What follows belongs to an exercise in optimizing a design on an open flow for small area; a production flow would make more cautious choices. The RTL was checked by simulation tests, not by an equivalence proof against the original design. Power and IR drop assume default switching activity.

## build 66
// mhi_ac_codec
module mhi_ac_codec #(
    parameter        P_CK_ORDER_LE = 0,            
    parameter [23:0] P_DL_HEADER   = 24'h000000    
) (
    input  wire        clk,
    input  wire        rst,
    input  wire        cmd_valid,
    input  wire [63:0] cmd,
    output reg         rsp_valid,
    output reg         rsp_ok,
    output wire [3:0]  rsp_err,
    output reg  [63:0] rsp_data
);
    localparam [3:0] E_OK          = 4'd0;
    localparam [3:0] E_ILLEGAL_OP  = 4'd1;
    localparam [3:0] E_RESERVED    = 4'd2;
    localparam [3:0] E_NO_INSTANCE = 4'd3;
    localparam [3:0] E_BAD_ENUM    = 4'd4;
    localparam [3:0] E_RANGE       = 4'd5;
    localparam [3:0] E_INDEX       = 4'd6;
    localparam [3:0] E_EXISTS      = 4'd7;
    localparam [2:0] K_ZERO   = 3'd0;
    localparam [2:0] K_COMMIT = 3'd1;    
    localparam [2:0] K_DLCK   = 3'd2;    
    localparam [2:0] K_READ   = 3'd3;    
    localparam [2:0] K_STATUS = 3'd4;    
    localparam [2:0] K_ULCK   = 3'd5;    
    localparam [2:0] K_PARAMS = 3'd6;    
    reg         inst, ulv;
  ...
clock: 20.0 ns
lec_check: 0
abc_area: 1
cap_margin: 20
core_margin: 2
core_utilization: 40
slew_margin: 20
run.sh (not shown) runs the stock make flow with config.mk's settings and CLKGATE_MAP_FILE= SYNTH_SCRIPT=/design/flow/synth_recipe.tcl, a recipe that flattens the netlist after the stock synthesis.
The following lists how build 6 was set up differently from build 66:
==> flow/flow/run.sh (new file) <==
#!/bin/bash
# Own layout flow: the standard layout (standard.sh), with
#  - an area-oriented ABC script for the combinational logic (synth.tcl
#    swaps it in for the -script that synth.tcl passes to abc; registers,
#    names and everything else are the standard synthesis's),
#  - port buffers of the smallest buffer cell,
#  - a clock tree of fewer, larger clusters without dummy loads.
# Each tool's output goes to logs under orfs/logs/ (ORFS) and the make log here.
set -euo pipefail
W=$(cd "$(dirname "${BASH_SOURCE[0]}")/.." && pwd)
export OWN_ABC_SCRIPT="$W/flow/abc_area.script"
export OWN_WORK="$W"
export BUFFER_PORTS_ARGS="-buffer_cell sky130_fd_sc_hd__buf_1"
# clock tree: clkbuf_8 buffers over clusters of at most 16 registers, no dummy loads
export CTS_ARGS="-sink_clustering_enable -repair_clock_nets -dont_use_dummy_load -sink_clustering_size 16 -sink_clustering_max_diameter 60 -buf_list sky130_fd_sc_hd__clkbuf_8"
bash "$W/standard.sh" SYNTH_SCRIPT="$W/flow/synth.tcl" finish > "$W/flow_make.log" 2>&1
==> flow/flow/abc_area.script (new file) <==
strash
&get -n
&deepsyn -T 30
&dch -f
&nf -a -R 1000
&put
topo
dnsize -c
==> flow/flow/synth.tcl (new file) <==
# The standard synthesis (synth_recipe.tcl), with abc given this flow's
# area script in place of ORFS's.
proc abc {args} {
  set i [lsearch -exact $args -script]
  if {$i >= 0} { lset args [expr {$i + 1}] $::env(OWN_ABC_SCRIPT) }
  yosys abc {*}$args
}
source [file join $::env(OWN_WORK) synth_recipe.tcl]
==> flow/standard.sh (new file) <==
#!/bin/bash
# synth_recipe.tcl (not shown) runs the flow's synth.tcl, then flattens the netlist and writes it again
# the make line also repeats each setting of config.mk as NAME=value (left out here)
make -C /OpenROAD-flow-scripts/flow DESIGN_CONFIG=/design/flow/config.mk WORK_HOME=/design/flow/orfs CLKGATE_MAP_FILE= SYNTH_SCRIPT=/design/flow/synth_recipe.tcl "${@:-finish}"
removed: flow/run.sh
### Flow results
Comparing build 6 and build 66, synthesized area is higher on build 66.
As far as setup total negative slack goes, build 66 and build 6 are indistinguishable; the numbers are identical.
Delta (build 6 minus build 66): worst setup slack after layout moved up, relative contribution of the clock network to total power moved down, detailed-route via count moved down, required time of the critical path moved up, synthesized cell count moved down.
Routing usage on met1 ends up higher on build 66.
Combinational share of power, build 6 and build 66, lower one = build 66.
Diff build 66 -> build 6: final cycle utilization of the critical path now smaller, minimum clock period after layout -0.15 ns.
Input changes introduced in build 59 (baseline for comparison: build 6):
--- a/flow/flow/run.sh
+++ b/flow/flow/run.sh
@@ -6,2 +6 @@
-#  - port buffers of the smallest buffer cell,
-#  - a clock tree of fewer, larger clusters without dummy loads.
+#  - port buffers of the smallest buffer cell.
@@ -14,2 +12,0 @@
-# clock tree: clkbuf_8 buffers over clusters of at most 16 registers, no dummy loads
-export CTS_ARGS="-sink_clustering_enable -repair_clock_nets -dont_use_dummy_load -sink_clustering_size 16 -sink_clustering_max_diameter 60 -buf_list sky130_fd_sc_hd__clkbuf_8"
--- a/flow/config.mk
+++ b/flow/config.mk
@@ -11,0 +12 @@
+export CTS_BUF_LIST = sky130_fd_sc_hd__clkbuf_8
Findings:
Build 59 was carried through to the last stage, and its layout satisfied the timing, DRC and antenna checks. Route | build 59 vs build 6 | wire longer in build 59. In terms of worst setup slack before clock tree synthesis, build 6 and build 59 differ only marginally. The clock power reported for build 59 is greater than that of build 6 by 64%. Re placement row count: no difference whatsoever between build 59 and build 6. The lower switching portion of total power came out of build 59. Build 59 vs. build 6: sequential share of layout area went down by 1.6 points. On overall via count from detail_route: between build 59 and build 6, it ends up higher for build 59.
diff inputs: build 59 => build 92
--- a/flow/flow/run.sh
+++ b/flow/flow/run.sh
@@ -6 +6,2 @@
-#  - port buffers of the smallest buffer cell.
+#  - port buffers of the smallest buffer cell,
+#  - a clock tree of fewer, larger clusters without dummy loads.
@@ -12,0 +14,2 @@
+# clock tree: clkbuf_8 buffers over clusters of at most 16 registers, no dummy loads
+export CTS_ARGS="-sink_clustering_enable -repair_clock_nets -dont_use_dummy_load -sink_clustering_size 16 -sink_clustering_max_diameter 60 -buf_list sky130_fd_sc_hd__clkbuf_8"
--- a/flow/config.mk
+++ b/flow/config.mk
@@ -11,2 +11,2 @@
-export CORE_UTILIZATION = 40
-export CTS_BUF_LIST = sky130_fd_sc_hd__clkbuf_8
+export CORE_UTILIZATION = 65
+export GPL_TIMING_DRIVEN = 0
Results
- As far as reported sequential group power is concerned, build 92 and build 59 perform about the same.
- Clock-cell share of area was lower in build 92 than in build 59.
- For placed wire-length estimate, dividing the value from build 59 by the value from build 92 gives 1.07.

---

## alpha
mhi_ac_codec, a different RTL version from the one above (not shown whole).
Size: about 1300 cells after synthesis, roughly 300 flip-flops, roughly 140 I/O pins.
export LEC_CHECK = 0
export ABC_AREA = 1
export CAP_MARGIN = 5
export CORE_MARGIN = 2
export CORE_UTILIZATION = 65
export GPL_ROUTABILITY_DRIVEN = 0
export SLEW_MARGIN = 5
create_clock -name core_clock -period 20.0 [get_ports {clk}]
standard.sh (not shown) runs the stock make flow with config.mk's settings and CLKGATE_MAP_FILE= SYNTH_SCRIPT=/design/flow/synth_recipe.tcl, a recipe that flattens the netlist after the stock synthesis.
==> flow/flow/run.sh <==
#!/bin/bash
# Own layout flow: the standard layout (standard.sh), with
#  - an area-oriented ABC script for the combinational logic (synth.tcl
#    swaps it in for the -script that synth.tcl passes to abc; registers,
#    names and everything else are the standard synthesis's),
#  - port buffers of the smallest buffer cell,
#  - a clock tree of fewer, larger clusters without dummy loads.
# Each tool's output goes to logs under orfs/logs/ (ORFS) and the make log here.
set -euo pipefail
W=$(cd "$(dirname "${BASH_SOURCE[0]}")/.." && pwd)
export OWN_ABC_SCRIPT="$W/flow/abc_area.script"
export OWN_WORK="$W"
export BUFFER_PORTS_ARGS="-buffer_cell sky130_fd_sc_hd__buf_1"
# constant outputs share one tie cell
export SKIP_REPAIR_TIE_FANOUT=1
# clock tree: clkbuf_8 buffers over clusters of at most 16 registers, no dummy loads
export CTS_ARGS="-sink_clustering_enable -repair_clock_nets -dont_use_dummy_load -sink_clustering_size 16 -sink_clustering_max_diameter 60 -buf_list sky130_fd_sc_hd__clkbuf_8"
bash "$W/standard.sh" SYNTH_SCRIPT="$W/flow/synth.tcl" finish > "$W/flow_make.log" 2>&1
==> flow/flow/abc_area.script <==
strash
&get -n
&deepsyn -T 30
&dch -f
&nf -a -R 1000
&put
topo
dnsize -c
==> flow/flow/synth.tcl <==
# The standard synthesis (synth_recipe.tcl), with abc given this flow's
# area script in place of ORFS's.
proc abc {args} {
  set i [lsearch -exact $args -script]
  if {$i >= 0} { lset args [expr {$i + 1}] $::env(OWN_ABC_SCRIPT) }
  yosys abc {*}$args
}
source [file join $::env(OWN_WORK) synth_recipe.tcl]
--- input diff alpha..beta ---
-- flow/flow/run.sh --
<<< alpha, line 16
>>> beta, line 16
# weak drivers of high-fanout nets are upsized before global placement
export PRE_GLOBAL_PLACE_TCL="$W/flow/pre_gpl.tcl"
==> flow/flow/pre_gpl.tcl (new file) <==
# Before global placement: give the drivers of high-fanout nets the next
# drive strength of their own cell family, so that repair fixes their slew
# and capacitance by sizing rather than with extra buffers. Registers and
# port nets are left alone.
set db [ord::get_db]
set block [ord::get_db_block]
set swapped 0
foreach net [$block getNets] {
  if {[$net getSigType] != "SIGNAL"} { continue }
  if {[llength [$net getBTerms]] > 0} { continue }
  set iterms [$net getITerms]
  if {[llength $iterms] < 8} { continue }
  foreach it $iterms {
    if {![$it isOutputSignal]} { continue }
    set inst [$it getInst]
    set name [[$inst getMaster] getName]
    if {[string match "*df*" $name] || [string match "*conb*" $name] || [string match "*buf*" $name]} { continue }
    if {![regexp {^(.*)_(0|1)$} $name -> base sz]} { continue }
    set new [$db findMaster "${base}_2"]
    if {$new == "NULL" || $new == ""} { continue }
    if {[$inst swapMaster $new]} { incr swapped }
  }
}
puts "pre_gpl: upsized $swapped high-fanout drivers"
-- flow/config.mk --
<<< alpha, line 12
export GPL_ROUTABILITY_DRIVEN = 0
>>> beta, line 12
Summary of beta over alpha: number of I/O port buffers now sits at about the same level; share of power burned in the clock network now sits lower; final cycle utilization of the critical path now sits at about the same level; final critical delay including setup and external delays now sits higher.
In beta relative to alpha, static power due to leakage had gone down slightly.
Taking alpha as the reference, in beta post-place instance area now sits at about the same level, global-route total usage across every layer went down.
In the reports for alpha and beta, the larger worst setup slack belongs to alpha.
## Diff of input files: gamma against beta
-- flow/flow/run.sh --
<<< beta, line 16
# weak drivers of high-fanout nets are upsized before global placement
export PRE_GLOBAL_PLACE_TCL="$W/flow/pre_gpl.tcl"
>>> gamma, line 16
removed: flow/flow/pre_gpl.tcl
[summary]
beta -> gamma: multiplexer fraction of the synthesized cell area flat
Measured against each other, gamma and beta differ in pin count of the biggest net entering global routing, the lower figure coming from gamma.
The area growth from synthesis to layout was comparable across gamma and beta.
Comparing gamma and beta, the lower fmax is on gamma.
gamma has final net count above what beta had.
gamma: area fraction in compound gates after synthesis is 0.16 points lower than what beta reported.
Between gamma and beta, the global-route usage figures differ only marginally.
Launch point of the worst path: cmd[0] -> beta, cmd[1] -> gamma
Against beta as the reference, gamma delivers a higher final wirelength.
Non-clock buffer count went up by more than 10% going from beta to gamma.
The following lists how delta was set up differently from gamma:
-- flow/flow/run.sh --
<<< gamma, line 14
# constant outputs share one tie cell
export SKIP_REPAIR_TIE_FANOUT=1
>>> delta, line 14
Results
From delta to gamma, number of setup violations in the final report did not move at all.
gamma -> delta: number of cells produced by synthesis flat
[compare] base=gamma new=delta: overall die width saw little to no change; setup slack after layout saw an increase.
Compared with gamma, delta is hungrier on power.
Final standard cell area without fillers (delta vs. gamma) increases slightly
Taking gamma as the reference point, the net count of the finished layout of delta rises by 34.
Run comparison: gamma busiest metal layer after global routing met1; delta busiest metal layer after global routing met2
## Diff of input files: epsilon against delta
-- flow/flow/run.sh --
<<< delta, line 14
>>> epsilon, line 14
# constant outputs share one tie cell
export SKIP_REPAIR_TIE_FANOUT=1
-- flow/config.mk --
<<< delta, line 12
>>> epsilon, line 12
export PLACE_DENSITY = 0.85
==> comparison <==
Measured against each other, delta and epsilon differ in power share of the combinational group, the lower figure coming from delta. epsilon against delta: register-to-register slack went up 190 ps; clock latency reported for the late side of the worst-skew pair went down 20 ps. Diff delta -> epsilon: met2 global-route usage has increased, number of logic stages on the critical path including buffering has remained practically unchanged, number of max-slew violations in the final report stayed essentially flat, peak supply drop has increased. Wire length the detailed router placed on met1 came out lower on epsilon than on delta.

---

== pepper ==
mhi_ac_codec, a different RTL version from the one above (not shown whole).
Size in the first run: roughly 1,300 cells after synthesis, about 140 I/O pins, ~14,000 um^2 of cells after synthesis.
Design mhi_ac_codec, start of the top module:
module mhi_ac_codec #(
    parameter        P_CK_ORDER_LE = 0,            
    parameter [23:0] P_DL_HEADER   = 24'h000000    
) (
    input  wire        clk,
    input  wire        rst,
    input  wire        cmd_valid,
    input  wire [63:0] cmd,
    output reg         rsp_valid,
    output wire        rsp_ok,
    output wire [3:0]  rsp_err,
    output reg  [63:0] rsp_data
);
    localparam [3:0] E_OK          = 4'd0;
    localparam [3:0] E_ILLEGAL_OP  = 4'd1;
    localparam [3:0] E_RESERVED    = 4'd2;
    localparam [3:0] E_NO_INSTANCE = 4'd3;
    localparam [3:0] E_BAD_ENUM    = 4'd4;
    localparam [3:0] E_RANGE       = 4'd5;
    localparam [3:0] E_INDEX       = 4'd6;
    localparam [3:0] E_EXISTS      = 4'd7;
    localparam [2:0] K_ZERO   = 3'd0;
    localparam [2:0] K_COMMIT = 3'd1;    
    localparam [2:0] K_DLCK   = 3'd2;    
    localparam [2:0] K_READ   = 3'd3;    
    localparam [2:0] K_STATUS = 3'd4;    
    localparam [2:0] K_ULCK   = 3'd5;    
    localparam [2:0] K_PARAMS = 3'd6;    
    localparam [2:0] K_RESET  = 3'd7;    
    reg         inst, ulv;
    reg         dl_pw, dl_pf, dl_mf, dl_sw, dl_ff, dl_vf, dl_tb;
    reg  [2:0]  dl_mode;
    reg  [1:0]  dl_fan, dl_hv;
    reg  [5:0]  dl_sq;
    reg  [7:0]  dl_rt;
    reg         tx_h;
    reg         tx_pw, tx_pf, tx_mf, tx_sw, tx_ff, tx_vf, tx_tb;
    reg  [2:0]  tx_mode;
    reg  [1:0]  tx_fan, tx_hv;
    reg  [5:0]  tx_sq;
    reg  [7:0]  tx_rt;
    reg  [19:0][7:0] uls;
    reg  [12:0] uls_sum;
    reg         ul_pw, ul_nstale;
    reg  [2:0]  ul_mode, ul_hv;
    reg  [1:0]  ul_fan;
    reg  [6:0]  ul_sp, ul_rt;
    reg  [12:0] ul_ck;
    reg  [15:0] ul_tr;
    reg  [2:0]  rk;
    reg  [11:0] ro;
    reg  [2:0]  rerr;
    wire [7:0]  op      = cmd[7:0];
    wire [7:0]  sel     = cmd[15:8];
    wire [15:0] num     = cmd[31:16];
    wire [7:0]  val     = cmd[23:16];
    wire [5:0]  pres    = cmd[37:32];
    wire [3:0]  power_v = cmd[43:40];
    wire [3:0]  mode_v  = cmd[47:44];
    wire [3:0]  fan_v   = cmd[51:48];
    wire [3:0]  vvane_v = cmd[55:52];
  ...
Settings: LEC_CHECK=0, ABC_AREA=1, CAP_MARGIN=5, CORE_MARGIN=2, CORE_UTILIZATION=65, SLEW_MARGIN=5; clock period 20.0 ns.
==> flow/flow/run.sh <==
#!/bin/bash
# Own layout flow: the standard layout (standard.sh), with
#  - an area-oriented ABC script for the combinational logic (synth.tcl
#    swaps it in for the -script that synth.tcl passes to abc; registers,
#    names and everything else are the standard synthesis's),
#  - port buffers of the smallest buffer cell,
#  - a clock tree of fewer, larger clusters without dummy loads.
# Each tool's output goes to logs under orfs/logs/ (ORFS) and the make log here.
set -euo pipefail
W=$(cd "$(dirname "${BASH_SOURCE[0]}")/.." && pwd)
export OWN_ABC_SCRIPT="$W/flow/abc_area.script"
export OWN_WORK="$W"
export BUFFER_PORTS_ARGS="-buffer_cell sky130_fd_sc_hd__buf_1"
# clock tree: clkbuf_8 buffers over clusters of at most 16 registers, no dummy loads
export CTS_ARGS="-sink_clustering_enable -repair_clock_nets -dont_use_dummy_load -sink_clustering_size 16 -sink_clustering_max_diameter 60 -buf_list sky130_fd_sc_hd__clkbuf_8"
bash "$W/standard.sh" SYNTH_SCRIPT="$W/flow/synth.tcl" finish > "$W/flow_make.log" 2>&1
Scripts as last shown in full above: flow/flow/abc_area.script, flow/flow/synth.tcl
pepper: flow completed, timing, DRC and antenna clean
The inputs of yarrow differ from those of pepper as listed below.
- CAP_MARGIN now 20, was 5
- SLEW_MARGIN now 20, was 5
Results
- Post-detailed-route wirelength per cell: yarrow vs pepper — no meaningful difference
- yarrow and pepper ended up with roughly the same data arrival time of the worst path.
- Density: yarrow denser than pepper
- In the tables for pepper and yarrow, critical path depth reads lower with pepper.
- The clock network fraction of design power on pepper is in line with that on yarrow.
- Looking at filler cell count in the final layout across pepper and yarrow, the one that comes out lower is yarrow.
- Between pepper and yarrow, the total design power does not differ in any meaningful way.
- Between pepper and yarrow, summed area of non-filler cells in the final layout is higher for yarrow, pepper comes in under that.
- pepper -> yarrow: worst setup slack flat
- Part of the cycle the worst path needs across pepper and yarrow: no real change.

[port drivers added, routing unchanged]
How much do the figures lean on ideal ports? The routed layouts below were timed once more, with nothing changed but the port constraints. Step 1 sets driving cells, clkbuf_16 on the clock port and buf_2 on the other inputs (assumed; they add their load-dependent delay and slew). Step 2 moves the port delays by t, midway between the first and last clock arrival at a register: inputs arrive t later, outputs are due t later. That takes back most of the time a late clock gives input paths. Three values: ideal, step 1, step 2; two values: the first two.
| run | t, ns | setup slack, ns | worst setup path at the end | worst register clock-pin slew, ns | pins driven straight from the clock port |
|---|---|---|---|---|---|
| build 66 | 0.577 | 5.475 / 5.502 / 4.925 | input to register | 0.07 / 0.07 | 1 |
| build 6 | 0.623 | 5.622 / 5.653 / 5.030 | input to register | 0.10 / 0.10 | 1 |
| build 59 | 0.649 | 5.644 / 5.675 / 5.026 | input to register | 0.07 / 0.07 | 1 |
| build 92 | 0.609 | 5.349 / 5.359 / 4.750 | input to register | 0.10 / 0.10 | 1 |
| alpha | 0.609 | 5.697 / 5.720 / 5.111 | input to register | 0.10 / 0.10 | 1 |
| beta | 0.596 | 5.686 / 5.705 / 5.109 | input to register | 0.11 / 0.11 | 1 |
| gamma | 0.610 | 5.580 / 5.598 / 4.988 | input to register | 0.10 / 0.10 | 1 |
| delta | 0.612 | 5.761 / 5.787 / 5.175 | input to register | 0.10 / 0.10 | 1 |
| epsilon | 0.582 | 5.853 / 5.868 / 5.286 | input to register | 0.10 / 0.10 | 1 |
| pepper | 0.591 | 4.709 / 4.708 / 4.116 | input to register | 0.10 / 0.10 | 1 |
| yarrow | 0.597 | 4.707 / 4.710 / 4.113 | input to register | 0.10 / 0.10 | 1 |
After both steps every run listed still meets setup and hold. For build 59, which loses most, drivers alone change the setup slack by +0.031 ns; drivers and shift together by -0.618 ns.
